Background: an optimization exercise with open tools, aiming at small area, a short achievable clock period and few clock cycles per item. Do not read the settings as production practice.
At most, simulation tests tie the RTL to the original design; equivalence was not proved.
No functional check of the RTL was part of runs 1 to 6.
Power figures rest on the tool's default switching activity, not on a simulated workload.

### flow/run.sh
#!/bin/bash
# Own flow: the standard layout (standard.sh), except
#  - synthesis (flow/mysynth.tcl) maps with flow/abc.script; the registers
#    are those of the standard synthesis;
#  - every port still gets its buffer, but a plain sky130 buf_1 instead of
#    the delay cell buffer_ports picks by default;
#  - flow/opts.sh may set further options (see there).
# Each tool's output goes to a log file here (synth.log, layout.log).
set -euo pipefail
W=$(pwd)
export MY_ABC_SCRIPT="$W/flow/abc.script"
export MY_ABC_D=
export BUFFER_PORTS_ARGS="-buffer_cell sky130_fd_sc_hd__buf_1"
if [[ -f "$W/flow/opts.sh" ]]; then source "$W/flow/opts.sh"; fi
make -C "$FLOW_HOME" DESIGN_CONFIG="$W/config.mk" WORK_HOME="$W/orfs" CLKGATE_MAP_FILE= \
  SYNTH_SCRIPT="$W/flow/mysynth.tcl" synth > "$W/synth.log" 2>&1
bash standard.sh finish > "$W/layout.log" 2>&1
### flow/abc.script
strash
dc2
dch -f
map -D 1200
topo
buffer -p
upsize -D 1200
dnsize -D 1200
stime -p
### flow/mysynth.tcl
# The standard synthesis (synth_recipe.tcl), with only the ABC mapping call
# replaced: flow/abc.script (MY_ABC_SCRIPT) instead of the ORFS speed script,
# and, when MY_NO_FA is set, no extraction of full/half adder cells.
proc synth {args} { yosys synth -nofsm -noshare {*}$args }
proc abc {args} {
  set out {}
  set skip 0
  foreach a $args {
    if {$skip} { set skip 0; continue }
    if {$a eq "-script" || $a eq "-D"} { set skip 1; continue }
    lappend out $a
  }
  if {[info exists ::env(MY_ABC_SCRIPT)] && $::env(MY_ABC_SCRIPT) ne ""} {
    lappend out -script $::env(MY_ABC_SCRIPT)
  }
  if {[info exists ::env(MY_ABC_D)] && $::env(MY_ABC_D) ne ""} {
    lappend out -D $::env(MY_ABC_D)
  }
  puts "abc call: $out"
  yosys abc {*}$out
}
if {[info exists ::env(MY_NO_FA)] && $::env(MY_NO_FA) ne ""} { set ::env(ADDER_MAP_FILE) "" }
source $::env(SCRIPTS_DIR)/synth.tcl
# left out here: clear keep_hierarchy, flatten, clean up, hide names made inside functions, write 1_2_yosys.v
### flow/opts.sh
# keep the single tie cell synthesis makes for the constant outputs
export SKIP_REPAIR_TIE_FANOUT=1
export RECOVER_POWER=100
### standard.sh
#!/bin/bash
# synth_recipe.tcl (not shown) runs the flow's synth.tcl, then flattens the netlist and writes it again
# the make line also repeats each setting of config.mk as NAME=value (left out here)
make -C /OpenROAD-flow-scripts/flow DESIGN_CONFIG=/design/flow/config.mk WORK_HOME=/design/flow/orfs CLKGATE_MAP_FILE= SYNTH_SCRIPT=/design/flow/synth_recipe.tcl "${@:-finish}"
### config.mk
export PLATFORM = sky130hd
export DESIGN_NAME = lfp16_mcu
export DESIGN_NICKNAME = lfp16_mcu
export VERILOG_FILES = /design/flow/design.v
export SDC_FILE = /design/flow/constraint.sdc
export NUM_CORES = 4
export LEC_CHECK = 0
export CAP_MARGIN = 20
export CORE_MARGIN = 2
export CORE_UTILIZATION = 40
export SETUP_SLACK_MARGIN = 2.0
export SLEW_MARGIN = 20
### constraint.sdc
create_clock -name core_clock -period 6.0 [get_ports {clk}]
set_input_delay 1.2000 -clock core_clock [delete_from_list [all_inputs] [get_ports {clk}]]
set_output_delay 1.2000 -clock core_clock [all_outputs]
set_load 0.01 [all_outputs]
### design.v
module lfp16_mcu (
    input  wire        clk,
    input  wire        rst,         
    input  wire        cmd_valid,
    output wire        cmd_ready,
    input  wire [63:0] cmd,
    output reg         rsp_valid,
    input  wire        rsp_ready,
    output wire [63:0] rsp
);
    reg [3:0] cfg_f;
    reg       cfg_rmode;    
    wire [7:0]  op = cmd[63:56];
    wire [14:0] ma = cmd[14:0];
    wire [14:0] mb = cmd[46:32];
    wire        sa = cmd[15];
    wire        sb = cmd[47];
    wire [31:0] x  = cmd[31:0];
    wire z_rsv = ~|cmd[55:48];
    wire z_b   = ~|cmd[47:32];
    wire z_ahi = ~|cmd[31:16];
    wire mz_a  = ~|ma;
    wire mz_b  = ~|mb;
    wire a_zero = mz_a & ~sa;
    wire a_nar  = mz_a & sa;
    wire b_zero = z_b;
    wire b_nar  = mz_b & sb;
    wire ok_n   = z_rsv & z_b & z_ahi & a_zero;
    wire ok_u16 = z_rsv & z_b & z_ahi;
    wire ok_u32 = z_rsv & z_b;
    wire ok_b16 = z_rsv & z_ahi;
    wire hi0 = (op[7:4] == 4'h0);
    wire hi1 = (op[7:4] == 4'h1);
    wire hi2 = (op[7:4] == 4'h2);
    wire [3:0] lo = op[3:0];
    wire is_getcfg = hi0 & (lo == 4'h1);
    wire is_setf   = hi0 & (lo == 4'h2);
    wire is_setr   = hi0 & (lo == 4'h3);
    wire is_mul    = hi1 & (lo == 4'h0);
    wire is_div    = hi1 & (lo == 4'h1);
    wire is_sqr    = hi1 & (lo == 4'h2);
    wire is_sqrt   = hi1 & (lo == 4'h3);
    wire is_inv    = hi1 & (lo == 4'h4);
    wire is_neg    = hi1 & (lo == 4'h5);
    wire is_cmp    = hi2 & (lo <= 4'h4);
    wire illegal = ~(((is_mul | is_div | is_cmp) & ok_b16) |
                     ((is_sqr | is_sqrt | is_inv | is_neg) & ok_u16) |
                     (is_getcfg & ok_n) | ((is_setf | is_setr) & ok_u32));
    wire f_fmt  = (x[3:0] < 4'd7) | (x[3:0] > 4'd11) | (|x[15:4]);
    wire f_rnd  = |x[15:1];
    wire f_neg  = sa & ~mz_a;
    wire [2:0] fault = illegal ? 3'd4 :
                       (is_sqrt & f_neg) ? 3'd3 :
                       (is_setr & f_rnd) ? 3'd2 :
                       (is_setf & f_fmt) ? 3'd1 : 3'd0;
    wire notice  = is_setf & ~illegal & ~f_fmt;
    wire set_r   = is_setr & ~illegal & ~f_rnd;
    wire q_inv  = op[5] | op[2] | op[0];
    wire q_k    = ~op[5] & (op[1] | op[2] | ~op[4]);
    wire k_14   = q_k & ~(op[4] & op[1] & ~op[0]);         
    wire k_13   = op[4] & op[1] & op[0];                  
    wire p_m    = op[5] | (op[4] & ~op[1] & (~op[2] | op[0]));
    wire p_sqr  = op[4] & op[1] & ~op[0];
    wire p_sqrt = op[4] & op[1] & op[0];
    wire p_inv  = op[4] & op[2] & ~op[0];
    wire p_cfg  = ~op[4];
    wire r_bit  = cfg_rmode & ma[0] & ma[1];
    wire [14:0] q_val = ((mb ^ {15{q_inv}}) & {15{~q_k}}) | {k_14, k_13, 13'd0};
    wire [15:0] p_alt = ({ma, 1'b0} & {16{p_sqr}}) | ({2'b0, ma[14:1]} & {16{p_sqrt}}) |
                        ({1'b0, ~ma} & {16{p_inv}}) |
                        ({7'd0, cfg_rmode, ~cfg_f, cfg_f} & {16{p_cfg}});
    wire [15:0] p_val = p_m ? {1'b0, ma} : p_alt;
    wire        c_in  = p_sqrt ? r_bit : (q_inv & ~q_k) | p_inv;
    wire [9:0] lo_ext = {1'b0, p_val[7:0], 1'b1} + {1'b0, q_val[7:0], c_in};
    wire [8:0] t_lo   = lo_ext[9:1];            
    wire [7:0] u_hi   = p_val[15:8] + {1'b0, q_val[14:8]};
    reg k_n, s15_n;
    always @(*) begin
        k_n = 1'b1; s15_n = 1'b0;
        if (is_getcfg) begin
            k_n = 1'b0;
        end else if (is_mul) begin
            k_n = a_nar | b_nar | a_zero | b_zero;
            s15_n = a_nar | b_nar | (~a_zero & ~b_zero & (sa ^ sb));
        end else if (is_div) begin
            k_n = a_nar | b_nar | b_zero | a_zero;
            s15_n = a_nar | b_nar | b_zero | (~a_zero & (sa ^ sb));
        end else if (is_sqr | is_sqrt) begin
            k_n = mz_a;
            s15_n = a_nar;
        end else if (is_inv) begin
            k_n = mz_a;
            s15_n = mz_a | sa;
        end else if (is_neg) begin
            k_n = mz_a;
            s15_n = sa ^ ~mz_a;
        end
    end
    wire lt11 = sa & ~sb;                   
    wire eq11 = ~(sa ^ sb);
    wire lt10 = sa;                         
    wire lt0  = ~sb;                        
    reg  x11_n, x10_n, x0_n;
    always @(*) begin
        case (lo[2:0])
            3'd0:    begin x11_n = eq11;          x10_n = 1'b0;  x0_n = 1'b0; end
            3'd1:    begin x11_n = lt11 | eq11;   x10_n = lt10;  x0_n = lt0;  end
            3'd2:    begin x11_n = lt11;          x10_n = lt10;  x0_n = lt0;  end
            3'd3:    begin x11_n = ~lt11 & ~eq11; x10_n = ~lt10; x0_n = ~lt0; end
            default: begin x11_n = ~lt11;         x10_n = ~lt10; x0_n = ~lt0; end
        endcase
    end
    wire cmp_ok = is_cmp & ~a_nar & ~b_nar;
    assign cmd_ready = ~rsp_valid | rsp_ready;
    reg [8:0]  r_lo;
    reg [7:0]  r_hi;
    reg        r_k, r_s15, r_x11, r_x10, r_x0;
    reg [2:0]  r_fc;        
    always @(posedge clk) begin
        if (rst) begin
            cfg_f     <= 4'd8;
            cfg_rmode <= 1'b0;
            rsp_valid <= 1'b0;
        end else begin
            rsp_valid <= cmd_valid | (rsp_valid & ~rsp_ready);
            if (cmd_valid & cmd_ready & notice) cfg_f     <= x[3:0];
            if (cmd_valid & cmd_ready & set_r)  cfg_rmode <= x[0];
        end
        if (cmd_ready) begin
            r_lo     <= t_lo;
            r_hi     <= u_hi;
            r_k      <= k_n;
            r_s15    <= s15_n;
            r_x11    <= x11_n & cmp_ok;
            r_x10    <= x10_n & cmp_ok;
            r_x0     <= x0_n & cmp_ok;
            r_fc     <= notice ? 3'd5 : fault;
        end
    end
    wire [15:0] r_t = {r_hi + {7'd0, r_lo[8]}, r_lo[7:0]};
    wire over  = r_t[15] & r_t[14];
    wire under = ~r_t[15] & ~r_t[14];
    wire z13_1 = ~|r_t[13:1];
    wire [14:0] m_cl;
    assign m_cl[14]   = r_t[15];
    assign m_cl[13:1] = (r_t[13:1] | {13{over}}) & {13{~under}};
    assign m_cl[0]    = r_t[0] | over | under | (~r_t[15] & z13_1);
    wire [2:0] r_fault  = {r_fc[2] & ~r_fc[0], r_fc[1], r_fc[0] & ~r_fc[2]};
    wire       r_notice = r_fc[2] & r_fc[0];
    wire live = ~r_fc[1] & ~(r_fc[2] ^ r_fc[0]);
    wire [15:0] r_res;
    assign r_res[15]   = r_s15 & live;
    assign r_res[14:1] = m_cl[14:1] & {14{~r_k & live}};
    wire eq_m = ~r_t[14] & z13_1 & ~r_t[0];           
    wire c_bit = r_t[15] ? (eq_m ? r_x11 : r_x10) : r_x0;
    assign r_res[0]    = ((m_cl[0] & ~r_k) | c_bit) & live;
    assign rsp = {28'd0, r_notice, r_fault, 16'd0, r_res};
endmodule
==> flow_summary.yaml, run 1 <==
cts:
  h-tree-depth: 2
  ctsHoldBuffers: 0
  clk_latency_ps: 280
  post-cts-setup-buffers: 0
  clkTransAtPathRegs_ps: 70
  cts_buffer_depth: 2
  root_buffer: "clkbuf_8"
  numCtsBuffers: 5
  cts_tree: "done"
  clock_sinks: 31
setup_path:
  critPathBufInv: 4
  cpPeakStageDelay_ps: 610
  path_cells: "clkbuf_1 > inv_1 > nor2_1 > nor2_1 > nor2_1 > clkbuf_1 > inv_1 > a21oi_1 > a32oi_1 > ha_1 > nand2_1 > nand2_1 > a21oi_1 > nor2_1 > o21ai_0 > a21boi_0 > nor2_1 > nor2_1 > nor2_1 > xnor2_1"
  cpLargestDelayFamily: "buffers and inverters"
  arrival_ps: 4560
  crit_type: "primary input to register"
  worst_path_most_repeated_cell: "nor2_1"
  cp-start-kind: "primary input"
  crit_path_end_kind: "register"
  cpMaxStageDelayCell: "clkbuf_1"
  cp_max_fo: 26
  crit_required_ps: 6040
cells_and_area:
  syn2layout_area_growth_pct: 4.588
  n_fill_cell: 933
  nNetsFinal: 641
  final_cell_mix: "87 x buf_1, 63 x inv_1, 47 x nand2_1, 45 x o21ai_0"
  postLayoutCoreUtil: 0.4341
  drive_gt1_frac: 0.06044
  final_common_cell: "buf_1"
  antenna_cells: 0
drt:
  route.met2.wl_um: 4014
  via_per_inst: 5.191
  wl_per_cell_um: 13.71
  drtPass1Iterations: 4
  wl_met1_um: 4207
  routed_wl_um: 8966
  drc_errors: 0
  vias: 3395
  drt_iter0_drc: 153
  postRouteAntennaNets: 0
  wl_met3_um: 532
  topRoutingLayerUsed: "met4"
grt:
  track_usage: 0.1810
  grt_max_degree: 45
  antenna_found_initial: 0
  grt-ovfl-total: 0
  grt_first_pass_wirelength_um: 14630
  grt_pass1_vias: 3161
power_and_ir_drop:
  powerDensity_mw_per_mm2: 192.7
  vdd_ir_drop_max_uv: 152.8
  finalPower_uw: 736.5
  p_leak_nw: 1.579
synth:
  synth_edf_count: 25
  async_reset_ff_frac: 0
  avgSynthCellArea_um2: 7.237
  synth_top_area_cell: "edfxtp_1"
  yosys-top-cells-area: "edfxtp_1 21%, buf_4 9.4%, ha_1 8.9%"
  syn_inst: 505
  synth.net_count: 601
  ys.flop_type: "edfxtp_1"
  yosysWarnings: 1
  ys_seq_elements: 31
  yosysUniqueCellTypes: 50
  syn_area_mm2: 0.003655
  ys_seq_area_frac: 0.2383
  synth_top_area_frac: 0.2054
sta:
  skew_ps: 7.278
  final_hold_viol_count: 0
  maxSlewViolCount: 29
  worstMarginPinSlew_ps: 1512
  setup_viol: 0
  rsz0062_at_grt: "true"
  timing.final.ws_setup_ps: 1477
  fmax_mhz: 221.1
  relSlewSlack: -0.008136
  finalSetupTns_ps: 0
  min_period_ps: 4523
  fin_crit_sh: 0.7538
floorplan:
  rows: 34
  die_area_mm2: 0.009917
  die_y_um: 99.59
  start_util: 0.4150
  die_x_um: 99.59
  core_region_area_mm2: 0.008806
  ios: 134
worst_hold_path:
  hold_class: "register to register"
outcome:
  so.violations: "capacitance limit, slew limit"
  status: "complete, but fails checks"
placed_design:
  dp_hpwl_um: 7479
  io_buffer_count: 89
  pre_cts_slack_ps: 1582
  place_congestion: 0.9381
flow_run:
  maxCapViolCount: 1
power breakdown:
| part | internal (mW) | leakage, nW | switching, mW |
|---|---|---|---|
| clock network | 0.121 | 0.0556 | 0.0765 |
| registers | 0.276 | 0.312 | 0.0189 |
| logic | 0.0851 | 1.21 | 0.158 |
| total | 0.483 | 1.58 | 0.254 |
cell type report:
class / count / area (µm²) / area share
Clock buffer: 5 / 68.82 / 0.01800
Sequential cell: 31 / 870.8 / 0.2278
Tap cell: 108 / 135.1 / 0.03535
Timing Repair Buffer: 91 / 342.8 / 0.08969
Multi-Input combinational cell: 343 / 2090 / 0.5466
Inverter: 73 / 276.5 / 0.07234
Clock inverter: 3 / 38.79 / 0.01015
path summary, 6_finish.rpt:
check | startpoint | end | slack (ps) | cells past startpoint
hold reg to reg | cfg_f[2] | cfg_f[2] | 500 | 2
hold / removal | cfg_f[2] | cfg_f[2] | 500 | 2
setup reg to reg | cfg_f[0] | r_lo[7] | 3300 | 15
setup / recovery | cmd[58] | r_lo[7] | 1480 | 20
routing by layer:
| metal | vias up | track usage |
|---|---|---|
| met5 | - | 0 |
| met4 | 0 | 0.06006 |
| met3 | 16 | 0.03725 |
| met2 | 119 | 0.2989 |
| met1 | 1480 | 0.2365 |
| li1 | 1780 | - |
cell usage after synthesis, types with 11 or more instances:
cell,n
a21oi_1,43
buf_4,46
edfxtp_1,25
ha_1,26
inv_1,63
nand2_1,48
nand3_1,19
nor2_1,43
nor4_1,11
o21ai_0,43
o22ai_1,18
xor2_1,13
state kept, by name, indices dropped and copies added (netlist names), 3 cells and up:
register / flops
r_lo: 9
r_hi: 8
cfg_f: 4
r_fc: 3
cell families after synthesis:
kind of cell | count (synthesis) | share of synthesized area
and+or+nand+nor | 160 | 0.2099
buffers and inverters | 131 | 0.1856
xor gates and xnor gates | 18 | 0.04519
DFF | 31 | 0.2383
adders and majority gates | 28 | 0.09997
other | 1 | 0.001026
AOI/OAI and AO/OA | 136 | 0.2201
worst register-to-register path, stage by stage, from the launching register on:
cell      delay, ps
dfxtp_1         330
inv_1            60
o22ai_1          70
o21ai_0         160
o21ai_0         200
fa_1            530
nand2_1          80
nand2_1          50
a21oi_1         190
nor2_1           60
o21ai_0         210
a21boi_0        160
nor2_1          120
nor2_1           50
nor2_1          110
xnor2_1          70
repair_timing:
item	in CTS	in global routing
cloned	0	0
resized for setup	2	10
endpoints found under the hold margin	0	0
endpoints found under the setup margin	2	14
metrics by stage:
step / area, µm² / hold WS, ps / instances
6_report: 3822 / 495.8 / 654
5_1_grt: 3822 / 514.6 / 654
4_1_cts: 3851 / 495.8 / 654
3_5_place_dp: 3735 / 483.7 / 646
3_3_place_gp: 3735 / 477.4 / 646
2_1_floorplan: 3655 / 447.9 / 505
==> inputs of run 2 (changes only) <==
==> flow/opts.sh (replaced) <==
# keep the single tie cell synthesis makes for the constant outputs
export SKIP_REPAIR_TIE_FANOUT=1
--- a/config.mk
+++ b/config.mk
@@ -9,4 +9,4 @@
 export CORE_MARGIN = 2
 export CORE_UTILIZATION = 40
-export SETUP_SLACK_MARGIN = 2.0
+export SETUP_SLACK_MARGIN = 2.2
 export SLEW_MARGIN = 20
==> flow_summary.yaml, run 2 <==
cells_and_area:
  antenna_cells: 0
  syn2layout_area_growth_pct: 12.02
  final_area_mm2: 0.004094
  regMostFlops: "r_lo"
  largest_register_ffs: 9
  fin_cells: 670
  drive_gt1_frac: 0.1352
  final_common_cell: "buf_1"
  top_regs: "r_lo: 9 flops, r_hi: 8 flops, cfg_f: 4 flops"
  n_fill_cell: 904
  nNetsFinal: 657
  final_cell_mix: "84 x buf_1, 63 x inv_1, 44 x nand2_1, 42 x a21oi_1"
synth:
  async_reset_ff_frac: 0
  yosysMostFrequentCell: "inv_1"
  synth.net_count: 601
  synth_edf_count: 25
  syn_area_mm2: 0.003655
  ys.flop_type: "edfxtp_1"
  synth_top_area_frac: 0.2054
  ys_seq_area_frac: 0.2383
  synth_top_area_cell: "edfxtp_1"
  yosys-top-cells-area: "edfxtp_1 21%, buf_4 9.4%, ha_1 8.9%"
  yosysUniqueCellTypes: 50
  ys_top_cells_by_count: "63 x inv_1, 48 x nand2_1, 46 x buf_4"
  avgSynthCellArea_um2: 7.237
  ys_seq_elements: 31
  syn_inst: 505
  yosysWarnings: 1
floorplan:
  die_x_um: 99.59
  ios: 134
  core_region_area_mm2: 0.008806
  die_y_um: 99.59
  start_util: 0.4150
  die_area_mm2: 0.009917
  rows: 34
worst_hold_path:
  hold_class: "register to register"
  holdPathStages: 2
  holdPathEnd: "cfg_f[2]"
  min_from: "cfg_f[2]"
power_and_ir_drop:
  p_leak_nw: 1.706
  powerDensity_mw_per_mm2: 188.6
  vdd_ir_drop_max_uv: 124.4
setup_path:
  arrival_ps: 3700
  crit_type: "primary input to register"
  path_cells: "buf_1 > nor4_2 > nand3_1 > nor3_4 > nand2_2 > or4_4 > clkinvlp_4 > ha_2 > inv_1 > o21ai_2 > a21oi_2 > o32ai_4 > and2_4 > nand2_2"
  r2r-start: "cfg_f[0]"
  crit_required_ps: 6030
  r2r-end: "r_lo[7]"
  cp_max_fo: 7
  rr_worst_depth: 15
  reg2reg_slack_ps: 3560
  worst_path_most_repeated_cell: "nand2_2"
  cpMaxStageDelayCell: "or4_4"
  cpPeakStageDelay_ps: 540
  crit_path_end_kind: "register"
  cp-start-kind: "primary input"
placed_design:
  pre_cts_slack_ps: 1571
  place_congestion: 0.8968
  dp_cells: 646
  dp_hpwl_um: 7458
  io_buffer_count: 89
  dpl-instance-area_mm2: 0.003735
cts:
  clk_latency_ps: 290
  cts_tree: "done"
  clkTransAtPathRegs_ps: 70
  h-tree-depth: 2
  clock_sinks: 31
  numCtsBuffers: 5
  root_buffer: "clkbuf_8"
  cts_buffer_depth: 2
sta:
  skew_ps: 9.378
  fin_crit_sh: 0.6116
  setup_viol: 0
  maxSlewViolCount: 0
  finalSetupTns_ps: 0
  rsz0062_at_grt: "true"
  final_hold_viol_count: 0
  min_period_ps: 3669
  fmax_mhz: 272.5
  timing.final.ws_setup_ps: 2331
drt:
  wl_per_cell_um: 13.79
  postRouteAntennaNets: 0
  vias: 3583
  via_per_inst: 5.348
  drc_errors: 0
  routed_wl_um: 9238
  drtPass1Iterations: 5
  drt_iter0_drc: 173
outcome:
  status: "complete, no violations"
grt:
  grt_first_pass_wirelength_um: 15140
  track_usage: 0.1862
  grt-ovfl-total: 0
  grt_pass1_vias: 3238
  grt_max_degree: 45
  antenna_found_initial: 0
flow_run:
  maxCapViolCount: 0
[run 2: cell counts after synthesis]
Identical to the previous run, type by type.
[run 2: timing repair]
item	in CTS	in global routing
endpoints found under the hold margin	0	0
setup endpoints to repair	13	28
resized for setup	3	35
pin swaps	0	10
cloned	0	1
setup buffers	0	15
hold buffers	0	0
[run 2: cells by family (layout without fill, tap and decap cells)]
kind of cell,after synthesis,after routing,share of synthesized area
other,1,1,0.001026
xor gates and xnor gates,18,18,0.04519
buffers and inverters,131,188,0.1856
DFF,31,31,0.2383
and+or+nand+nor,160,160,0.2099
adders and majority gates,28,28,0.09997
AOI/OAI and AO/OA,136,136,0.2201
[run 2: worst max path at each step]
stage	startpoint	end	slack, ps	cells past startpoint
final	cmd[6]	r_fc[2]	2330	14
after global routing	cmd[58]	r_lo[7]	2170	20
after global placement	cmd[58]	r_lo[7]	1720	16
after floorplan	cmd[60]	r_lo[7]	2210	17
after CTS	cmd[60]	r_lo[7]	2070	18
after detailed placement	cmd[58]	r_lo[7]	1570	16
[run 2: cell type report]
type | count | area [µm²] | area share
multi-input combinational | 343 | 2221 | 0.5425
sequential | 31 | 870.8 | 0.2127
timing repair buffer | 107 | 479.2 | 0.1171
inverter | 73 | 280.3 | 0.06846
tap | 108 | 135.1 | 0.03301
clock buffer | 5 | 68.82 | 0.01681
clock inverter | 3 | 38.79 | 0.009474
[run 2: per-layer routing]
layer / up-vias / track usage / wire, µm / share of wire
li1: 1808 / - / - / -
met1: 1629 / 0.2635 / 4380 / 0.47
met2: 129 / 0.2989 / 4182 / 0.45
met3: 17 / 0.02811 / 542 / 0.059
met4: 0 / 0.04636 / 133 / 0.014
met5: - / 0 / 0 / 0
[run 2: report_power, final]
group | internal (mW) | total, mW | leakage [nW] | switching (mW)
logic | 0.101 | 0.270 | 1.34 | 0.169
clock network | 0.122 | 0.207 | 0.0556 | 0.0854
registers | 0.276 | 0.295 | 0.312 | 0.0191
[run 2: metrics by stage]
step | total power, mW | utilization | hold slack [ps]
floorplan | 0.4922 | - | 447.9
global placement | 0.5382 | 0.4241 | 475.9
detailed placement | 0.5428 | 0.4241 | 483.4
CTS | 0.7522 | 0.4382 | 495.0
global route | 0.8269 | 0.4649 | 527.8
finish | 0.7722 | 0.4649 | 504.3
[run 2: worst max-delay path: cells and delay by family]
kind	cells	cell delay (ps)
adder cells (fa/ha/maj)	1	160
buffers and inverters	3	270
AO/OA/AOI/OAI	3	450
AND/OR/NAND/NOR	7	1610
==> inputs of run 3 (changes only) <==
--- a/design.v
+++ b/design.v
@@ -139,7 +139,8 @@
     end
     wire [15:0] r_t = {r_hi + {7'd0, r_lo[8]}, r_lo[7:0]};
+    wire z_hi = r_lo[8] ? (&r_hi[5:0]) : ~|r_hi[5:0];
     wire over  = r_t[15] & r_t[14];
     wire under = ~r_t[15] & ~r_t[14];
-    wire z13_1 = ~|r_t[13:1];
+    wire z13_1 = z_hi & ~|r_lo[7:1];
     wire [14:0] m_cl;
     assign m_cl[14]   = r_t[15];
--- a/config.mk
+++ b/config.mk
@@ -9,4 +9,4 @@
 export CORE_MARGIN = 2
 export CORE_UTILIZATION = 40
-export SETUP_SLACK_MARGIN = 2.2
+export SETUP_SLACK_MARGIN = 2.0
 export SLEW_MARGIN = 20
==> flow_summary.yaml, run 3 <==
synth:
  yosysWarnings: 1
  synth_compound_area_frac: 0.2190
  syn_inst: 512
  yosysUniqueCellTypes: 50
  ys_seq_elements: 31
  synthMuxAreaShare: 0
  ys.flop_type: "edfxtp_1"
  async_reset_ff_frac: 0
  synth.net_count: 608
  synth_top_area_frac: 0.2030
  synth_top_area_cell: "edfxtp_1"
  yosysMostFrequentCell: "inv_1"
  synth-xor-area-share: 0.04704
  ys_top_cells_by_count: "62 x inv_1, 47 x a21oi_1, 47 x buf_4, 47 x nand2_1, 47 x nor2_1"
  synth_top_family_by_area: "simple AND/OR/NAND/NOR gates"
  yosys-top-cells-area: "edfxtp_1 20%, buf_4 9.5%, ha_1 8.8%"
  synthAdderAreaFrac: 0.09882
  ys_seq_area_frac: 0.2355
  synth_edf_count: 25
  syn_area_mm2: 0.003697
  avgSynthCellArea_um2: 7.221
  yosys.area_share.simple: 0.2206
floorplan:
  die_y_um: 100.1
  ios: 134
  core_region_area_mm2: 0.009109
  start_util: 0.4059
  die_area_mm2: 0.01003
  die_x_um: 100.1
  rows: 35
setup_path:
  critPathBufInv: 3
  cp_max_fo: 13
  arrival_ps: 3780
  crit_required_ps: 6040
  path_cells: "buf_2 > nand2_1 > o21ai_2 > inv_1 > nor3_1 > inv_1 > fa_2 > o21ai_0 > a21o_1 > nand2_1 > nand2_1 > a21oi_1 > nor2_1 > o21ai_0 > nand2_1 > xor2_1"
  cpLargestDelayFamily: "compound AO/OA/AOI/OAI gates"
  cpPeakStageDelay_ps: 410
  worst_path_most_repeated_cell: "nand2_1"
  cp-start-kind: "primary input"
  crit_type: "primary input to register"
  crit_path_end_kind: "register"
  cpMaxStageDelayCell: "o21ai_2"
cells_and_area:
  nNetsFinal: 653
  top_regs: "r_lo: 9 flops, r_hi: 8 flops, cfg_f: 4 flops"
  final_area_mm2: 0.003941
  final_common_cell: "buf_1"
  syn2layout_area_growth_pct: 6.599
  antenna_cells: 0
  largest_register_ffs: 9
  drive_gt1_frac: 0.09319
  postLayoutCoreUtil: 0.4327
  final_cell_mix: "86 x buf_1, 62 x inv_1, 47 x a21oi_1, 46 x nor2_1, 45 x nand2_1"
  regMostFlops: "r_lo"
power_and_ir_drop:
  switching_power_uw: 271.1
  vdd_ir_drop_max_uv: 85.73
  finalPower_uw: 722.8
  p_leak_nw: 1.604
  powerDensity_mw_per_mm2: 183.4
  power_frac_clock: 0.222
  swShare: 0.3751
  p_int_uw: 451.7
  p_comb_frac: 0.358
  seq_power_share: 0.420
cts:
  clk_latency_ps: 290
  numCtsBuffers: 5
  root_buffer: "clkbuf_8"
  h-tree-depth: 2
  clkTransAtPathRegs_ps: 70
  cts_tree: "done"
  cts_buffer_depth: 2
  ctsHoldBuffers: 0
  clock_sinks: 31
sta:
  worstMarginPinSlew_ps: 645.1
  fin_crit_sh: 0.6235
  relSlewSlack: 0.5660
  finalSetupTns_ps: 0
  hold_ws_ps: 490.1
  maxSlewViolCount: 0
  final_hold_viol_count: 0
  rsz0062_at_grt: "true"
  skew_ps: 10.96
  min_period_ps: 3741
  fmax_mhz: 267.3
  setup_viol: 0
flow_run:
  maxCapViolCount: 0
worst_hold_path:
  hold_class: "register to register"
drt:
  vias: 3525
  routed_wl_um: 9520
  via_per_inst: 5.269
  drc_errors: 0
  wl_per_cell_um: 14.23
  postRouteAntennaNets: 0
  drtPass1Iterations: 5
  drt_iter0_drc: 160
grt:
  grt-ovfl-total: 0
  grt_first_pass_wirelength_um: 15620
  track_usage: 0.1927
  antenna_found_initial: 0
  grt_pass1_vias: 3258
  grt_max_degree: 45
placed_design:
  io_buffer_count: 89
  dp_hpwl_um: 7842
  place_congestion: 0.8282
  dpl-instance-area_mm2: 0.003794
outcome:
  status: "complete, no violations"
[run 3: metrics by stage]
stage / cells / worst slack, ps
2_1_floorplan: 512 / 2403
3_3_place_gp: 657 / 1495
3_5_place_dp: 657 / 1371
4_1_cts: 665 / 2103
5_1_grt: 669 / 1950
6_report: 669 / 2259
[run 3: worst register-to-register path, stage by stage, from the launching register on]
cell     delay [ps]
dfxtp_1         330
nand2_1          70
o21ai_0          70
o21ai_0         180
o21ai_0         130
ha_1            340
inv_1            90
o21ai_0          80
a21o_1          180
nand2_1          60
nand2_1          50
a21oi_1         190
nor2_1           60
o21ai_0         150
nand2_1          80
xor2_1          140
[run 3: path summary, 6_finish.rpt]
check | from | end | slack (ps) | cells past startpoint
setup / recovery | cmd[60] | r_lo[7] | 2260 | 16
hold / removal | cfg_f[0] | cfg_f[0] | 490 | 2
setup reg to reg | cfg_f[1] | r_lo[7] | 3560 | 15
hold reg to reg | cfg_f[0] | cfg_f[0] | 490 | 2
[run 3: power by group through the flow]
stage          clock [mW]  sequential (mW)  combinational (mW)
2_1_floorplan           0            0.300               0.198
6_report            0.160            0.303               0.259
3_3_place_gp            0            0.307               0.242
3_5_place_dp            0            0.308               0.246
4_1_cts             0.164            0.303               0.249
5_1_grt             0.173            0.309               0.295
[run 3: layout make-up]
class / count / area (µm²)
multi-input combinational: 353 / 2202
clock inverter: 2 / 7.507
tap: 111 / 138.9
sequential: 31 / 870.8
clock buffer: 6 / 72.57
fill: 999 / 5167
timing repair buffer: 95 / 382.9
inverter: 71 / 266.5
[run 3: logic make-up (layout without fill, tap and decap cells)]
family                   Yosys count  count (layout)
AND/OR/NAND/NOR                  164             164
AO/OA/AOI/OAI                    141             141
buffers and inverters            128             174
flip-flops                        31              31
adder cells (fa/ha/maj)           28              28
XOR/XNOR                          19              19
other                              1               1
[run 3: timing repair]
action	4_1_cts	5_1_grt
gates resized for setup	5	8
pin swaps	0	2
setup buffers	0	4
setup endpoints to repair	5	6
[run 3: per-layer routing]
| metal | wire length [µm] | track usage | vias to the layer above |
|---|---|---|---|
| li1 | - | - | 1825 |
| met1 | 4408 | 0.2599 | 1560 |
| met2 | 4419 | 0.3273 | 122 |
| met3 | 511 | 0.02507 | 18 |
| met4 | 180 | 0.04847 | 0 |
| met5 | 0 | 0 | - |
==> inputs of run 4 (changes only) <==
==> flow/abc.script (replaced) <==
strash
dc2
dch -f
map -D 1200
topo
stime -p
==> flow_summary.yaml, run 4 <==
grt:
  grt_pass1_vias: 3361
  antenna_found_initial: 0
  grt_max_degree: 45
  track_usage: 0.1956
  grt_first_pass_wirelength_um: 15590
  grt-ovfl-total: 0
drt:
  postRouteAntennaNets: 0
  wl_per_cell_um: 13.98
  via_per_inst: 5.352
  wl_met3_um: 544
  drtPass1Iterations: 4
  routed_wl_um: 9327
  drc_errors: 0
  vias: 3570
  wl_met1_um: 4132
  topRoutingLayerUsed: "met4"
  drt_iter0_drc: 190
  route.met2.wl_um: 4579
synth:
  syn_inst: 501
  yosysUniqueCellTypes: 33
  async_reset_ff_frac: 0
  yosys-top-cells-area: "edfxtp_1 21%, buf_4 9.7%, ha_1 9.2%"
  ys.flop_type: "edfxtp_1"
  ys_seq_elements: 31
  yosysWarnings: 1
  synth.net_count: 597
  synth_top_area_cell: "edfxtp_1"
  ys_top_cells_by_count: "71 x clkinv_1, 52 x nor2_1, 51 x o21ai_0"
  synth_edf_count: 25
  ys_seq_area_frac: 0.2450
  synth_top_area_frac: 0.2112
  yosysMostFrequentCell: "clkinv_1"
  syn_area_mm2: 0.003555
  avgSynthCellArea_um2: 7.095
cells_and_area:
  final_area_mm2: 0.003899
  nNetsFinal: 654
  n_fill_cell: 938
  ff_latch_area_um2: 870.8
  antenna_cells: 0
  postLayoutCoreUtil: 0.4493
  multi_input_comb_area_mm2: 0.002132
  syn2layout_area_growth_pct: 9.680
  top_regs: "r_lo: 9 flops, r_hi: 8 flops, cfg_f: 4 flops"
  final_common_cell: "buf_1"
  final_cell_mix: "87 x buf_1, 68 x clkinv_1, 49 x o21ai_0, 48 x nor2_1, 48 x a21oi_1"
  largest_register_ffs: 9
  regMostFlops: "r_lo"
  drive_gt1_frac: 0.07871
placed_design:
  dp_hpwl_um: 7625
  place_congestion: 0.9576
  dpl-instance-area_mm2: 0.003709
  io_buffer_count: 89
floorplan:
  start_util: 0.4096
  ios: 134
  core_region_area_mm2: 0.008678
  die_x_um: 98.27
  die_y_um: 98.27
  rows: 34
  die_area_mm2: 0.009657
cts:
  clk_latency_ps: 280
  numCtsBuffers: 5
  ctsHoldBuffers: 0
  h-tree-depth: 2
  cts_buffer_depth: 2
  cts_tree: "done"
  clkTransAtPathRegs_ps: 70
  clock_sinks: 31
  root_buffer: "clkbuf_8"
sta:
  setup_viol: 0
  final_hold_viol_count: 0
  skew_ps: 8.496
  min_period_ps: 3818
  fin_crit_sh: 0.6363
  fmax_mhz: 261.9
  relSlewSlack: 0.3836
  maxSlewViolCount: 0
  rsz0062_at_grt: "true"
  worstMarginPinSlew_ps: 916.2
  finalSetupTns_ps: 0
setup_path:
  cp_max_fo: 13
  crit_required_ps: 6040
  arrival_ps: 3860
  crit_type: "primary input to register"
  cp-start-kind: "primary input"
  crit_path_end_kind: "register"
power_and_ir_drop:
  p_leak_nw: 1.380
  switching_power_uw: 271.1
  vdd_ir_drop_max_uv: 78.94
  powerDensity_mw_per_mm2: 195.4
  p_int_uw: 490.7
  swShare: 0.3558
  power_frac_clock: 0.267
  p_comb_frac: 0.335
  seq_power_share: 0.398
outcome:
  status: "complete, no violations"
worst_hold_path:
  hold_class: "register to register"
flow_run:
  maxCapViolCount: 0
==> run 4: changes by cell type in the layout (fill, tap and decap cells not counted), moves of 3 or more <==
cell,before,now
a21o_1,3,0
a21o_2,0,3
clkinv_1,2,68
inv_1,62,0
inv_2,9,2
o21ai_0,44,49
o21ai_1,4,1
or2_2,1,4
==> run 4: cell families after synthesis <==
group                    count (synthesis)  synth area share
AO/OA/AOI/OAI                          141            0.2260
AND/OR/NAND/NOR                        164            0.2063
adder cells (fa/ha/maj)                 28            0.1028
buffers and inverters                  117            0.1721
XOR/XNOR                                19           0.04681
other                                    1          0.001055
flip-flops                              31            0.2450
==> run 4: final timing paths <==
kind         slack, ps      start       end  cells after the start
min reg2reg        500   cfg_f[1]  cfg_f[1]                      2
max               2180    cmd[61]   r_lo[7]                     17
min                500   cfg_f[1]  cfg_f[1]                      2
max reg2reg       3630  cfg_rmode   r_lo[7]                     13
==> run 4: timing repair <==
action / 4_1_cts / 5_1_grt
setup buffers: 0 / 3
cloned: 1 / 0
endpoints found under the hold margin: 0 / 0
resized for setup: 4 / 16
pin swaps: 1 / 1
endpoints found under the setup margin: 9 / 26
==> run 4: through the flow <==
| stage | setup WS [ps] | cells | hold WS, ps | total power [mW] |
|---|---|---|---|---|
| floorplan | 2079 | 501 | 447.8 | 0.4937 |
| global placement | 1511 | 655 | 481.6 | 0.5460 |
| detailed placement | 1436 | 655 | 479.4 | 0.5520 |
| CTS | 1932 | 664 | 490.7 | 0.7607 |
| global route | 1894 | 667 | 510.7 | 0.8154 |
| finish | 2182 | 667 | 496.0 | 0.7618 |
==> run 4: critical path, stage by stage <==
cell	delay (ps)
buf_1	270
clkinv_1	210
o21ai_0	120
buf_4	210
clkinv_1	140
nor3_1	290
clkinv_1	150
fa_1	440
o21ai_0	180
a21o_2	160
nand2_1	50
nand2_1	50
a21oi_1	80
nor2_1	90
o21ai_0	70
nand2_1	80
xor2_1	60
==> run 4: power by group through the flow <==
stage | combinational (mW) | sequential [mW] | clock (mW)
5_1_grt | 0.291 | 0.309 | 0.215
2_1_floorplan | 0.194 | 0.300 | 0
6_report | 0.255 | 0.303 | 0.204
4_1_cts | 0.249 | 0.303 | 0.209
3_3_place_gp | 0.239 | 0.307 | 0
3_5_place_dp | 0.245 | 0.307 | 0
==> run 4: area by class of cell <==
type	instances	share of cell area
tap	108	0.03466
sequential	31	0.2234
inverter	71	0.06964
multi-input combinational	354	0.5469
clock inverter	3	0.009949
clock buffer	5	0.01765
timing repair buffer	95	0.09788
==> run 4: metal layers <==
| metal | track usage | up-vias |
|---|---|---|
| li1 | - | 1823 |
| met1 | 0.2559 | 1620 |
| met2 | 0.3388 | 121 |
| met3 | 0.03293 | 6 |
| met4 | 0.04636 | 0 |
| met5 | 0 | - |
==> inputs of run 5 (changes only) <==
==> flow/abc.script (replaced) <==
strash
dc2
dch -f
map -D 900
topo
buffer -p
upsize -D 900
dnsize -D 900
stime -p
==> flow_summary.yaml, run 5 <==
cells_and_area:
  largest_register_ffs: 9
  top_regs: "r_lo: 9 flops, r_hi: 8 flops, cfg_f: 4 flops"
  final_common_cell: "buf_1"
  syn2layout_area_growth_pct: 5.923
  postLayoutCoreUtil: 0.4355
  antenna_cells: 0
  regMostFlops: "r_lo"
  fin_cells: 684
  drive_gt1_frac: 0.06806
  nNetsFinal: 669
  final_cell_mix: "86 x buf_1, 78 x inv_1, 51 x nand2_1, 45 x a21oi_1, 44 x o21ai_0"
setup_path:
  crit_path_end_kind: "register"
  arrival_ps: 3830
  cp-start-kind: "primary input"
  rr_worst_depth: 14
  crit_required_ps: 6040
  cp_max_fo: 14
  crit_type: "primary input to register"
drt:
  drt_iter0_drc: 229
  drtPass1Iterations: 5
  drc_errors: 0
  routed_wl_um: 9481
  vias: 3694
  via_per_inst: 5.401
  postRouteAntennaNets: 0
  wl_per_cell_um: 13.86
cts:
  numCtsBuffers: 5
  h-tree-depth: 2
  cts_buffer_depth: 2
  clock_sinks: 31
  cts_tree: "done"
  root_buffer: "clkbuf_8"
  clkTransAtPathRegs_ps: 70
  ctsHoldBuffers: 0
  clk_latency_ps: 290
synth:
  yosysWarnings: 1
  ys_seq_area_frac: 0.2303
  yosys-top-cells-area: "edfxtp_1 20%, buf_4 9.1%, ha_1 8.6%"
  ys_top_cells_by_count: "82 x inv_1, 52 x nand2_1, 46 x buf_4"
  syn_area_mm2: 0.003781
  synth.net_count: 627
  ys_seq_elements: 31
  avgSynthCellArea_um2: 7.121
  synth_edf_count: 25
  async_reset_ff_frac: 0
  synth_top_area_cell: "edfxtp_1"
  synth_top_area_frac: 0.1985
  yosysUniqueCellTypes: 49
  yosysMostFrequentCell: "inv_1"
  ys.flop_type: "edfxtp_1"
  syn_inst: 531
sta:
  rsz0062_at_grt: "true"
  final_hold_viol_count: 0
  finalSetupTns_ps: 0
  fmax_mhz: 263.8
  skew_ps: 10.20
  worstMarginPinSlew_ps: 482.1
  relSlewSlack: 0.6735
  setup_viol: 0
  maxSlewViolCount: 0
  min_period_ps: 3791
  fin_crit_sh: 0.6319
grt:
  grt-ovfl-total: 0
  use_met3: 0.02622
  track_usage: 0.1832
  grt_pass1_vias: 3210
  use_met2: 0.3189
  grt_first_pass_wirelength_um: 14980
  grt_util_met1: 0.2384
  antenna_found_initial: 0
  busiest_layer: "met2"
  grt_max_degree: 45
floorplan:
  rows: 35
  core_region_area_mm2: 0.009196
  ios: 134
  die_area_mm2: 0.01025
  start_util: 0.4112
  die_x_um: 101.2
  die_y_um: 101.2
power_and_ir_drop:
  finalPower_uw: 712.6
  powerDensity_mw_per_mm2: 177.9
  p_leak_nw: 1.670
  vdd_ir_drop_max_uv: 75.64
worst_hold_path:
  hold_class: "register to register"
  holdPathStages: 2
placed_design:
  io_buffer_count: 89
  dp_cells: 676
  dp_hpwl_um: 7779
  place_congestion: 0.9361
outcome:
  status: "complete, no violations"
flow_run:
  maxCapViolCount: 0
==> run 5: cells by family (layout without fill, tap and decap cells) <==
| kind of cell | after synthesis | count (layout) | synth area share |
|---|---|---|---|
| buffers and inverters | 142 | 184 | 0.1870 |
| AND/OR/NAND/NOR | 166 | 166 | 0.2154 |
| other | 1 | 1 | 0.0009918 |
| adder cells (fa/ha/maj) | 28 | 28 | 0.09662 |
| flip-flops | 31 | 31 | 0.2303 |
| AO/OA/AOI/OAI | 147 | 147 | 0.2326 |
| XOR/XNOR | 16 | 16 | 0.03706 |
==> run 5: layout make-up <==
type | count | area [µm²]
Inverter | 84 | 319.1
Timing Repair Buffer | 93 | 371.6
Clock buffer | 5 | 68.82
Clock inverter | 2 | 8.758
Fill cell | 1002 | 5191
Sequential cell | 31 | 870.8
Multi-Input combinational cell | 358 | 2227
Tap cell | 111 | 138.9
==> run 5: final timing paths <==
| kind | from | to | slack [ps] |
|---|---|---|---|
| max reg2reg | cfg_f[0] | r_lo[7] | 3500 |
| max | cmd[57] | r_hi[7] | 2210 |
| min | cfg_f[0] | cfg_f[0] | 490 |
| min reg2reg | cfg_f[0] | cfg_f[0] | 490 |
==> run 5: metrics by stage <==
| step | area (µm²) | worst slack, ps | hold slack, ps |
|---|---|---|---|
| 6_report | 4005 | 2209 | 494.4 |
| 5_1_grt | 4005 | 1915 | 525.3 |
| 4_1_cts | 3968 | 2100 | 492.4 |
| 3_5_place_dp | 3885 | 1545 | 481.4 |
| 3_3_place_gp | 3885 | 1634 | 477.6 |
| 2_1_floorplan | 3781 | 2239 | 452.2 |
==> run 5: per-layer routing <==
layer | vias to the layer above | part of all wire
met5 | - | 0
met2 | 136 | 0.48
met3 | 12 | 0.058
li1 | 1890 | -
met1 | 1656 | 0.45
met4 | 0 | 0.015
==> run 5: power breakdown <==
part | internal [mW] | total [mW] | switching (mW)
Sequential | 0.275 | 0.297 | 0.0217
Combinational | 0.0895 | 0.256 | 0.166
Clock | 0.0772 | 0.160 | 0.0829
Total | 0.442 | 0.713 | 0.271
==> run 5: timing repair <==
| item | in CTS | in global routing |
|---|---|---|
| endpoints found under the setup margin | 4 | 20 |
| pin swaps | 0 | 1 |
| gates resized for setup | 4 | 10 |
| setup buffers | 0 | 1 |
==> run 5: worst max-delay path: stages <==
cell and delay [ps]:
buf_1 220, inv_2 130, nor2_1 160, nand2_1 310
o21ai_0 320, o22ai_2 120, inv_1 70, ha_1 220
a21o_1 180, a21oi_1 210, nor2_1 60, nor2_1 80
o21bai_1 90, a21oi_1 200, nor2_1 60, o21bai_1 120
nand2_1 60
==> inputs of run 6 (changes only) <==
==> flow/abc.script (replaced) <==
strash
dc2
dch -f
map -D 1500
topo
buffer -p
upsize -D 1500
dnsize -D 1500
stime -p
==> flow_summary.yaml, run 6 <==
drt:
  vias: 3522
  wl_per_cell_um: 14.02
  drtPass1Iterations: 5
  postRouteAntennaNets: 0
  via_per_inst: 5.304
  drt_iter0_drc: 207
  drc_errors: 0
  routed_wl_um: 9309
synth:
  synth_top_area_cell: "edfxtp_1"
  synth_compound_area_frac: 0.2113
  synth_edf_count: 25
  yosysWarnings: 1
  synth-xor-area-share: 0.04585
  synthAdderAreaFrac: 0.1007
  yosysMostFrequentCell: "inv_1"
  synth_top_area_frac: 0.2068
  synth.net_count: 607
  yosys.area_share.simple: 0.2161
  ys_top_cells_by_count: "70 x inv_1, 51 x nor2_1, 48 x a21oi_1"
  ys_seq_elements: 31
  yosysUniqueCellTypes: 42
  yosys-top-cells-area: "edfxtp_1 21%, buf_4 9.7%, ha_1 9.0%"
  ys_seq_area_frac: 0.2399
  ys.flop_type: "edfxtp_1"
  syn_inst: 511
  syn_area_mm2: 0.003630
  avgSynthCellArea_um2: 7.103
  synth_top_family_by_area: "simple AND/OR/NAND/NOR gates"
  async_reset_ff_frac: 0
  synthMuxAreaShare: 0
cells_and_area:
  postLayoutCoreUtil: 0.4429
  top_regs: "r_lo: 9 flops, r_hi: 8 flops, cfg_f: 4 flops"
  fin_cells: 664
  regMostFlops: "r_lo"
  nNetsFinal: 652
  antenna_cells: 0
  drive_gt1_frac: 0.07014
  final_cell_mix: "87 x buf_1, 69 x inv_1, 49 x nor2_1, 48 x a21oi_1, 46 x o21ai_0"
  final_common_cell: "buf_1"
  n_fill_cell: 929
  syn2layout_area_growth_pct: 6.929
  largest_register_ffs: 9
setup_path:
  rr_worst_depth: 14
  arrival_ps: 3810
  r2r-start: "cfg_f[0]"
  reg2reg_slack_ps: 3530
  crit_end: "r_lo[7]"
  cp_max_fo: 15
  crit_type: "primary input to register"
  crit_required_ps: 6030
  crit_path_end_kind: "register"
  cp-startpoint: "cmd[57]"
  cp-start-kind: "primary input"
  r2r-end: "r_lo[7]"
sta:
  rsz0062_at_grt: "true"
  setup_viol: 0
  final_hold_viol_count: 0
  fin_crit_sh: 0.6297
  maxSlewViolCount: 0
  timing.final.ws_setup_ps: 2222
  min_period_ps: 3778
  fmax_mhz: 264.7
  finalSetupTns_ps: 0
  skew_ps: 6.968
placed_design:
  dp_cells: 655
  place_congestion: 0.9103
  pre_cts_slack_ps: 1361
  io_buffer_count: 89
  dp_hpwl_um: 7562
grt:
  grt_max_degree: 45
  antenna_found_initial: 0
  grt-ovfl-total: 0
  grt_pass1_vias: 3192
  grt_first_pass_wirelength_um: 15320
  track_usage: 0.1896
outcome:
  status: "complete, no violations"
flow_run:
  maxCapViolCount: 0
cts:
  numCtsBuffers: 5
  cts_tree: "done"
  root_buffer: "clkbuf_8"
  cts_buffer_depth: 2
  clock_sinks: 31
  h-tree-depth: 2
  clkTransAtPathRegs_ps: 70
  clk_latency_ps: 280
floorplan:
  die_area_mm2: 0.009853
  core_region_area_mm2: 0.008763
  die_y_um: 99.26
  die_x_um: 99.26
  ios: 134
  rows: 34
  start_util: 0.4142
power_and_ir_drop:
  p_leak_nw: 1.590
  powerDensity_mw_per_mm2: 182.2
  vdd_ir_drop_max_uv: 86.05
  finalPower_uw: 707.2
worst_hold_path:
  holdPathStages: 2
  min_from: "cfg_f[2]"
  hold_class: "register to register"
run 6: cell count changes in the layout (fill, tap and decap cells not counted), moves of 4 or more:
| cell | delta |
|---|---|
| inv_1 | -9 |
| nand2_1 | -6 |
| nand4_1 | -6 |
| nor2_1 | +6 |
| o22ai_1 | -6 |
| o21bai_1 | -5 |
| o311ai_1 | -4 |
run 6: cells by family (layout without fill, tap and decap cells):
family,Yosys count,count (layout)
AND/OR/NAND/NOR,163,163
buffers and inverters,132,177
AO/OA/AOI/OAI,137,137
other,1,1
XOR/XNOR,19,19
adder cells (fa/ha/maj),28,28
flip-flops,31,31
run 6: worst min-delay path by stage:
stage	endpoint
after floorplan	cfg_f[2]
after global placement	cfg_f[2]
after detailed placement	cfg_f[2]
after CTS	cfg_f[2]
after global routing	cfg_rmode
final	cfg_f[2]
run 6: final cells by class:
cell class	instances	area, µm²	share of cell area
multi-input cells	348	2142	0.5519
flip-flops and latches	31	870.8	0.2244
repair buffers	93	366.6	0.09446
inverters	77	289.0	0.07447
well taps	108	135.1	0.03482
clock buffers	5	68.82	0.01773
clock inverters	2	8.758	0.002257
run 6: metrics by stage:
step                area, µm²  hold WS, ps
global placement         3731        454.3
detailed placement       3731        466.7
floorplan                3630        433.1
finish                   3881        481.1
global route             3881        511.9
CTS                      3820        477.8
run 6: power breakdown:
group          total (mW)  internal, mW  switching, mW
logic               0.247        0.0882          0.158
clock network       0.157        0.0772         0.0803
registers           0.303         0.278         0.0252
run 6: critical path, stage by stage:
cell	delay [ps]
buf_1	120
inv_1	150
nand2_1	120
nor2_1	220
nor2_4	80
buf_4	190
o21ai_0	370
fa_1	300
o21ai_0	100
a21oi_1	210
o21bai_1	90
a21oi_1	200
nor2_1	60
o21ai_0	160
nand2_1	90
xor2_1	140
run 6: what timing repair did:
item | 4_1_cts | 5_1_grt
pin swaps | 0 | 1
endpoints found under the setup margin | 5 | 9
resized for setup | 3 | 12
hold endpoints to repair | 0 | 0
setup buffers | 0 | 2
hold buffers | 0 | 0
run 6: layer usage:
| layer | up-vias | GRT usage | part of all wire |
|---|---|---|---|
| li1 | 1803 | - | - |
| met1 | 1600 | 0.2590 | 0.46 |
| met2 | 108 | 0.3186 | 0.46 |
| met3 | 11 | 0.02600 | 0.057 |
| met4 | 0 | 0.04531 | 0.016 |
| met5 | - | 0 | 0 |
==> inputs of run 7 (changes only) <==
--- a/design.v
+++ b/design.v
@@ -47,6 +47,6 @@
                      ((is_sqr | is_sqrt | is_inv | is_neg) & ok_u16) |
                      (is_getcfg & ok_n) | ((is_setf | is_setr) & ok_u32));
-    wire f_fmt  = (x[3:0] < 4'd7) | (x[3:0] > 4'd11) | (|x[15:4]);
-    wire f_rnd  = |x[15:1];
+    wire f_fmt  = ~z_ahi | (|x[15:4]) | (x[3:0] < 4'd7) | (x[3:0] > 4'd11);
+    wire f_rnd  = ~z_ahi | (|x[15:1]);
     wire f_neg  = sa & ~mz_a;
     wire [2:0] fault = illegal ? 3'd4 :
==> flow_summary.yaml, run 7 <==
cts:
  cts_tree: "done"
  clock_sinks: 31
  cts_buffer_depth: 2
  numCtsBuffers: 5
  h-tree-depth: 2
  ctsHoldBuffers: 0
  clkTransAtPathRegs_ps: 70
  root_buffer: "clkbuf_8"
  clk_latency_ps: 280
synth:
  syn_area_mm2: 0.003645
  ys.flop_type: "edfxtp_1"
  ys_seq_elements: 31
  synth_top_area_frac: 0.2060
  yosysMostFrequentCell: "inv_1"
  yosysWarnings: 1
  synth_top_area_cell: "edfxtp_1"
  ys_top_cells_by_count: "73 x inv_1, 62 x o21ai_0, 55 x nor2_1"
  ys_seq_area_frac: 0.2389
  yosys-top-cells-area: "edfxtp_1 21%, buf_4 9.5%, ha_1 8.9%"
  synth_edf_count: 25
  synth.net_count: 606
  async_reset_ff_frac: 0
  syn_inst: 510
  avgSynthCellArea_um2: 7.147
  yosysUniqueCellTypes: 53
grt:
  antenna_found_initial: 0
  grt_first_pass_wirelength_um: 14190
  track_usage: 0.1773
  grt_max_degree: 45
  grt_pass1_vias: 3093
  grt-ovfl-total: 0
drt:
  drc_errors: 0
  via_per_inst: 5.192
  topRoutingLayerUsed: "met4"
  routed_wl_um: 9070
  wl_met3_um: 706
  vias: 3453
  wl_met1_um: 4100
  route.met2.wl_um: 4164
  drt_iter0_drc: 196
  drtPass1Iterations: 5
  wl_per_cell_um: 13.64
  postRouteAntennaNets: 0
cells_and_area:
  fin_cells: 665
  top_regs: "r_lo: 9 flops, r_hi: 8 flops, cfg_f: 4 flops"
  drive_gt1_frac: 0.08797
  final_common_cell: "buf_1"
  n_fill_cell: 898
  nNetsFinal: 652
  syn2layout_area_growth_pct: 8.513
  final_cell_mix: "88 x buf_1, 72 x inv_1, 59 x o21ai_0, 50 x nor2_1, 39 x nand2_1"
  regMostFlops: "r_lo"
  largest_register_ffs: 9
  antenna_cells: 0
placed_design:
  dp_hpwl_um: 7317
  dp_cells: 652
  place_congestion: 0.9846
  io_buffer_count: 89
floorplan:
  rows: 34
  start_util: 0.4159
  die_area_mm2: 0.009891
  die_x_um: 99.46
  ios: 134
  core_region_area_mm2: 0.008763
  die_y_um: 99.46
setup_path:
  cp-start-kind: "register"
  r2r-start: "cfg_f[1]"
  crit_type: "register to output pin"
  cp_max_fo: 13
  arrival_ps: 2510
  crit_path_end_kind: "output pin"
  reg2reg_slack_ps: 3610
  cp-startpoint: "r_hi[0]"
  crit_required_ps: 4800
sta:
  final_hold_viol_count: 0
  min_period_ps: 3711
  skew_ps: 7.563
  worstMarginPinSlew_ps: 674.1
  fin_crit_sh: 0.6184
  maxSlewViolCount: 0
  fmax_mhz: 269.5
  rsz0062_at_grt: "false"
  finalSetupTns_ps: 0
  setup_viol: 0
  relSlewSlack: 0.5474
worst_hold_path:
  min_from: "cfg_f[0]"
  hold_class: "register to register"
flow_run:
  maxCapViolCount: 0
power_and_ir_drop:
  p_leak_nw: 1.684
  powerDensity_mw_per_mm2: 189.6
  vdd_ir_drop_max_uv: 101.8
outcome:
  status: "complete, no violations"
run 7: kinds of logic (layout without fill, tap and decap cells):
logic type | count (synthesis) | in the layout | synth area share
adders and majority gates | 28 | 28 | 0.1002
DFF | 31 | 31 | 0.2389
buffers and inverters | 136 | 183 | 0.1898
xor gates and xnor gates | 19 | 19 | 0.04566
and+or+nand+nor | 153 | 153 | 0.2067
other | 1 | 1 | 0.001029
AOI/OAI and AO/OA | 142 | 142 | 0.2177
run 7: worst paths after layout:
| check | endpoint | cells past startpoint |
|---|---|---|
| worst max-delay path | rsp[12] | 9 |
| worst max register to register | r_lo[7] | 14 |
| worst min register to register | cfg_f[0] | 2 |
| worst min-delay path | cfg_f[0] | 2 |
run 7: repair_timing:
item                                    in CTS  in global routing
hold endpoints to repair                     0                  0
endpoints found under the setup margin       6                 23
pin swaps                                    0                  2
setup buffers                                0                  5
resized for setup                            2                 21
run 7: power breakdown:
group | internal [mW] | total (mW) | leakage, nW | switching [mW]
clock network | 0.122 | 0.208 | 0.0556 | 0.0860
registers | 0.275 | 0.299 | 0.312 | 0.0238
logic | 0.0873 | 0.243 | 1.32 | 0.156
total | 0.484 | 0.750 | 1.68 | 0.266
run 7: stage by stage:
stage / area, µm² / hold slack, ps / setup slack [ps] / utilization / total power [mW]
after floorplan: 3645 / 443.0 / 2273 / - / 0.4832
after global placement: 3734 / 473.5 / 1540 / 0.4260 / 0.5278
after detailed placement: 3734 / 483.3 / 1422 / 0.4260 / 0.5316
after CTS: 3850 / 495.5 / 1985 / 0.4393 / 0.7419
after global routing: 3955 / 534.4 / 1987 / 0.4513 / 0.8045
final: 3955 / 495.1 / 2290 / 0.4513 / 0.7500
run 7: per-layer routing:
metal / GRT usage / vias up
met2: 0.2843 / 148
met5: 0 / -
met3: 0.02389 / 11
li1: - / 1791
met1: 0.2515 / 1503
met4: 0.04742 / 0
run 7: critical path: stages, from the launching register on:
cell	delay, ps
edfxtp_1	370
ha_1	230
ha_1	200
nand3_1	120
nor2_1	210
xor2_2	270
nor2_1	100
or3_4	410
a21oi_1	140
buf_1	170
run 7: area by class of cell:
cell class	instances	area, µm²	share of cell area
Tap cell	108	135.1	0.03417
Sequential cell	31	870.8	0.2202
Multi-Input combinational cell	343	2157	0.5454
Inverter	79	296.5	0.07498
Timing Repair Buffer	96	387.9	0.09807
Clock buffer	5	68.82	0.01740
Clock inverter	3	38.79	0.009807
Testbench counts of run 7, summed over its fixed seeds: cycles 24,008, items 24,000.
==> inputs of run 8 (changes only) <==
==> flow/abc.script (replaced) <==
strash
dc2
dch -f
map -D 3000
topo
buffer -p
upsize -D 3000
dnsize -D 3000
stime -p
==> flow_summary.yaml, run 8 <==
outcome:
  status: "complete, no violations"
setup_path:
  crit_required_ps: 6030
  cp_max_fo: 26
  rr_worst_depth: 13
  arrival_ps: 3880
  r2r-start: "cfg_f[0]"
  cp-start-kind: "primary input"
  r2r-end: "r_lo[8]"
  crit_path_end_kind: "register"
  reg2reg_slack_ps: 3470
  crit_type: "primary input to register"
placed_design:
  pre_cts_slack_ps: 1440
  dp_hpwl_um: 7555
  io_buffer_count: 89
  place_congestion: 0.9600
  dpl-instance-area_mm2: 0.003656
cts:
  h-tree-depth: 2
  numCtsBuffers: 5
  cts_buffer_depth: 2
  root_buffer: "clkbuf_8"
  clk_latency_ps: 280
  ctsHoldBuffers: 0
  clock_sinks: 31
  cts_tree: "done"
  clkTransAtPathRegs_ps: 70
cells_and_area:
  largest_register_ffs: 9
  final_cell_mix: "86 x buf_1, 74 x inv_1, 56 x o21ai_0, 51 x nor2_1, 45 x nand2_1"
  antenna_cells: 0
  drive_gt1_frac: 0.05957
  syn2layout_area_growth_pct: 9.322
  regMostFlops: "r_lo"
  final_area_mm2: 0.003874
  final_common_cell: "buf_1"
  nNetsFinal: 649
  top_regs: "r_lo: 9 flops, r_hi: 8 flops, cfg_f: 4 flops"
grt:
  grt_first_pass_wirelength_um: 15010
  use_met2: 0.3177
  grt-ovfl-total: 0
  track_usage: 0.1888
  grt_max_degree: 45
  antenna_found_initial: 0
  grt_pass1_vias: 3237
  use_met3: 0.03078
  grt_util_met1: 0.2441
  busiest_layer: "met2"
synth:
  ys_seq_area_frac: 0.2458
  synth_edf_count: 25
  yosys-top-cells-area: "edfxtp_1 21%, buf_4 9.7%, ha_1 9.2%"
  synth.net_count: 598
  async_reset_ff_frac: 0
  synth_top_area_cell: "edfxtp_1"
  yosysWarnings: 1
  avgSynthCellArea_um2: 7.059
  ys_seq_elements: 31
  yosys.area_share.simple: 0.1942
  ys.flop_type: "edfxtp_1"
  ys_top_cells_by_count: "75 x inv_1, 56 x o21ai_0, 55 x nor2_1"
  syn_area_mm2: 0.003543
  syn_inst: 502
  synth_top_area_frac: 0.2119
  yosysUniqueCellTypes: 40
  synth_compound_area_frac: 0.2179
  synth-xor-area-share: 0.04944
  synthAdderAreaFrac: 0.1031
  synthMuxAreaShare: 0
  synth_top_family_by_area: "compound AO/OA/AOI/OAI gates"
  yosysMostFrequentCell: "inv_1"
drt:
  via_per_inst: 5.261
  wl_per_cell_um: 13.84
  drtPass1Iterations: 5
  drc_errors: 0
  drt_iter0_drc: 232
  vias: 3483
  routed_wl_um: 9163
  postRouteAntennaNets: 0
sta:
  min_period_ps: 3854
  relSlewSlack: 0.5840
  skew_ps: 4.508
  worstMarginPinSlew_ps: 618.2
  rsz0062_at_grt: "true"
  maxSlewViolCount: 0
  fin_crit_sh: 0.6424
  final_hold_viol_count: 0
  setup_viol: 0
  timing.final.ws_setup_ps: 2146
  finalSetupTns_ps: 0
  fmax_mhz: 259.5
floorplan:
  rows: 34
  start_util: 0.4103
  die_area_mm2: 0.009628
  ios: 134
  core_region_area_mm2: 0.008636
  die_x_um: 98.12
  die_y_um: 98.12
power_and_ir_drop:
  finalPower_uw: 743.8
  p_leak_nw: 1.618
  vdd_ir_drop_max_uv: 103.8
  powerDensity_mw_per_mm2: 192.0
worst_hold_path:
  hold_class: "register to register"
  holdPathEnd: "cfg_f[0]"
  holdPathStages: 2
  min_from: "cfg_f[0]"
flow_run:
  maxCapViolCount: 0
-- run 8: worst max-delay path by stage --
stage / slack (ps) / to / from / depth (start not counted)
final: 2150 / r_hi[7] / cmd[58] / 18
after global routing: 1890 / r_lo[7] / cmd[57] / 19
after CTS: 2030 / r_lo[7] / cmd[56] / 19
after detailed placement: 1440 / r_lo[7] / cmd[60] / 17
after global placement: 1500 / r_lo[7] / cmd[60] / 17
after floorplan: 2010 / r_lo[7] / cmd[60] / 17
-- run 8: what timing repair did --
item,CTS,global route
resized for setup,4,14
buffers inserted,0,6
gates cloned,0,1
setup endpoints to repair,5,14
-- run 8: area by class of cell --
| class | instances | area [µm²] |
|---|---|---|
| Fill cell | 928 | 4762 |
| Timing Repair inverter | 1 | 5.005 |
| Clock buffer | 5 | 68.82 |
| Multi-Input combinational cell | 339 | 2046 |
| Clock inverter | 3 | 38.79 |
| Sequential cell | 31 | 870.8 |
| Tap cell | 108 | 135.1 |
| Timing Repair Buffer | 98 | 409.1 |
| Inverter | 77 | 300.3 |
-- run 8: metrics by stage --
step / hold slack [ps] / utilization / cells
floorplan: 444.8 / - / 502
global placement: 494.9 / 0.4234 / 647
detailed placement: 497.7 / 0.4234 / 647
CTS: 508.8 / 0.4371 / 655
global route: 522.4 / 0.4486 / 662
finish: 511.6 / 0.4486 / 662
-- run 8: metal layers --
layer  share of wire  wire, µm  vias to the layer above
li1                -         -                     1780
met1            0.43      3960                     1552
met2            0.47      4338                      129
met3           0.068       626                       22
met4           0.026       237                        0
met5               0         0                        -
-- run 8: report_power, final --
| part | leakage (nW) | internal (mW) | switching, mW | total, mW |
|---|---|---|---|---|
| Clock | 0.0556 | 0.121 | 0.0764 | 0.198 |
| Combinational | 1.25 | 0.0876 | 0.157 | 0.244 |
| Sequential | 0.312 | 0.278 | 0.0243 | 0.302 |
-- run 8: cell families after synthesis --
kind of cell / after synthesis
XOR/XNOR: 20
AO/OA/AOI/OAI: 136
other: 1
flip-flops: 31
adder cells (fa/ha/maj): 28
buffers and inverters: 132
AND/OR/NAND/NOR: 154
-- run 8: worst max-delay path, cell delays in order --
cell	delay, ps
clkbuf_2	160
inv_1	140
nor2_2	140
nor2_1	50
nor2_1	120
buf_6	200
o21ai_0	110
o22ai_1	280
inv_1	80
ha_1	280
a21oi_1	60
o21ai_0	300
a21oi_1	120
o21ai_0	260
a21oi_1	100
nor2_1	90
nor2_1	50
xor2_1	130

## port drivers added, routing unchanged
The results above use ideal ports. As a check the final layouts listed here were re-extracted and re-timed, cells and wires unchanged. Step 1, drivers: a clkbuf_16 drives clk and a buf_2 each remaining input, both assumed. Step 2, shift: input delay + t, output delay - t, t = (earliest + latest rising clock arrival at the registers) / 2. This alone moves slack from input paths to output paths. Slacks: no drivers / after step 1 / after step 2; pairs: no drivers / after step 1.
run	shift t [ns]	slack for setup (ns)	worst setup path at the end	latest minus earliest clock arrival (ns)	worst register clock-pin slew, ns
run 1	0.307	1.477 / 1.483 / 1.175	input to register	0.008 / 0.007	0.07 / 0.07
run 2	0.313	2.331 / 2.334 / 2.021	input to register	0.009 / 0.010	0.08 / 0.08
run 3	0.314	2.259 / 2.259 / 1.954	input to register	0.011 / 0.011	0.07 / 0.07
run 4	0.308	2.182 / 2.186 / 1.879	input to register	0.009 / 0.009	0.07 / 0.07
run 5	0.318	2.209 / 2.203 / 1.903	input to register	0.011 / 0.010	0.07 / 0.07
run 6	0.309	2.222 / 2.223 / 1.913	input to register	0.007 / 0.007	0.07 / 0.07
run 7	0.309	2.290 / 2.261 / 1.984	input to register	0.008 / 0.008	0.07 / 0.07
run 8	0.304	2.146 / 2.149 / 1.845	input to register	0.004 / 0.004	0.07 / 0.07
For run 2, which loses most, drivers alone change the setup slack by +0.003 ns; drivers and shift together by -0.310 ns.
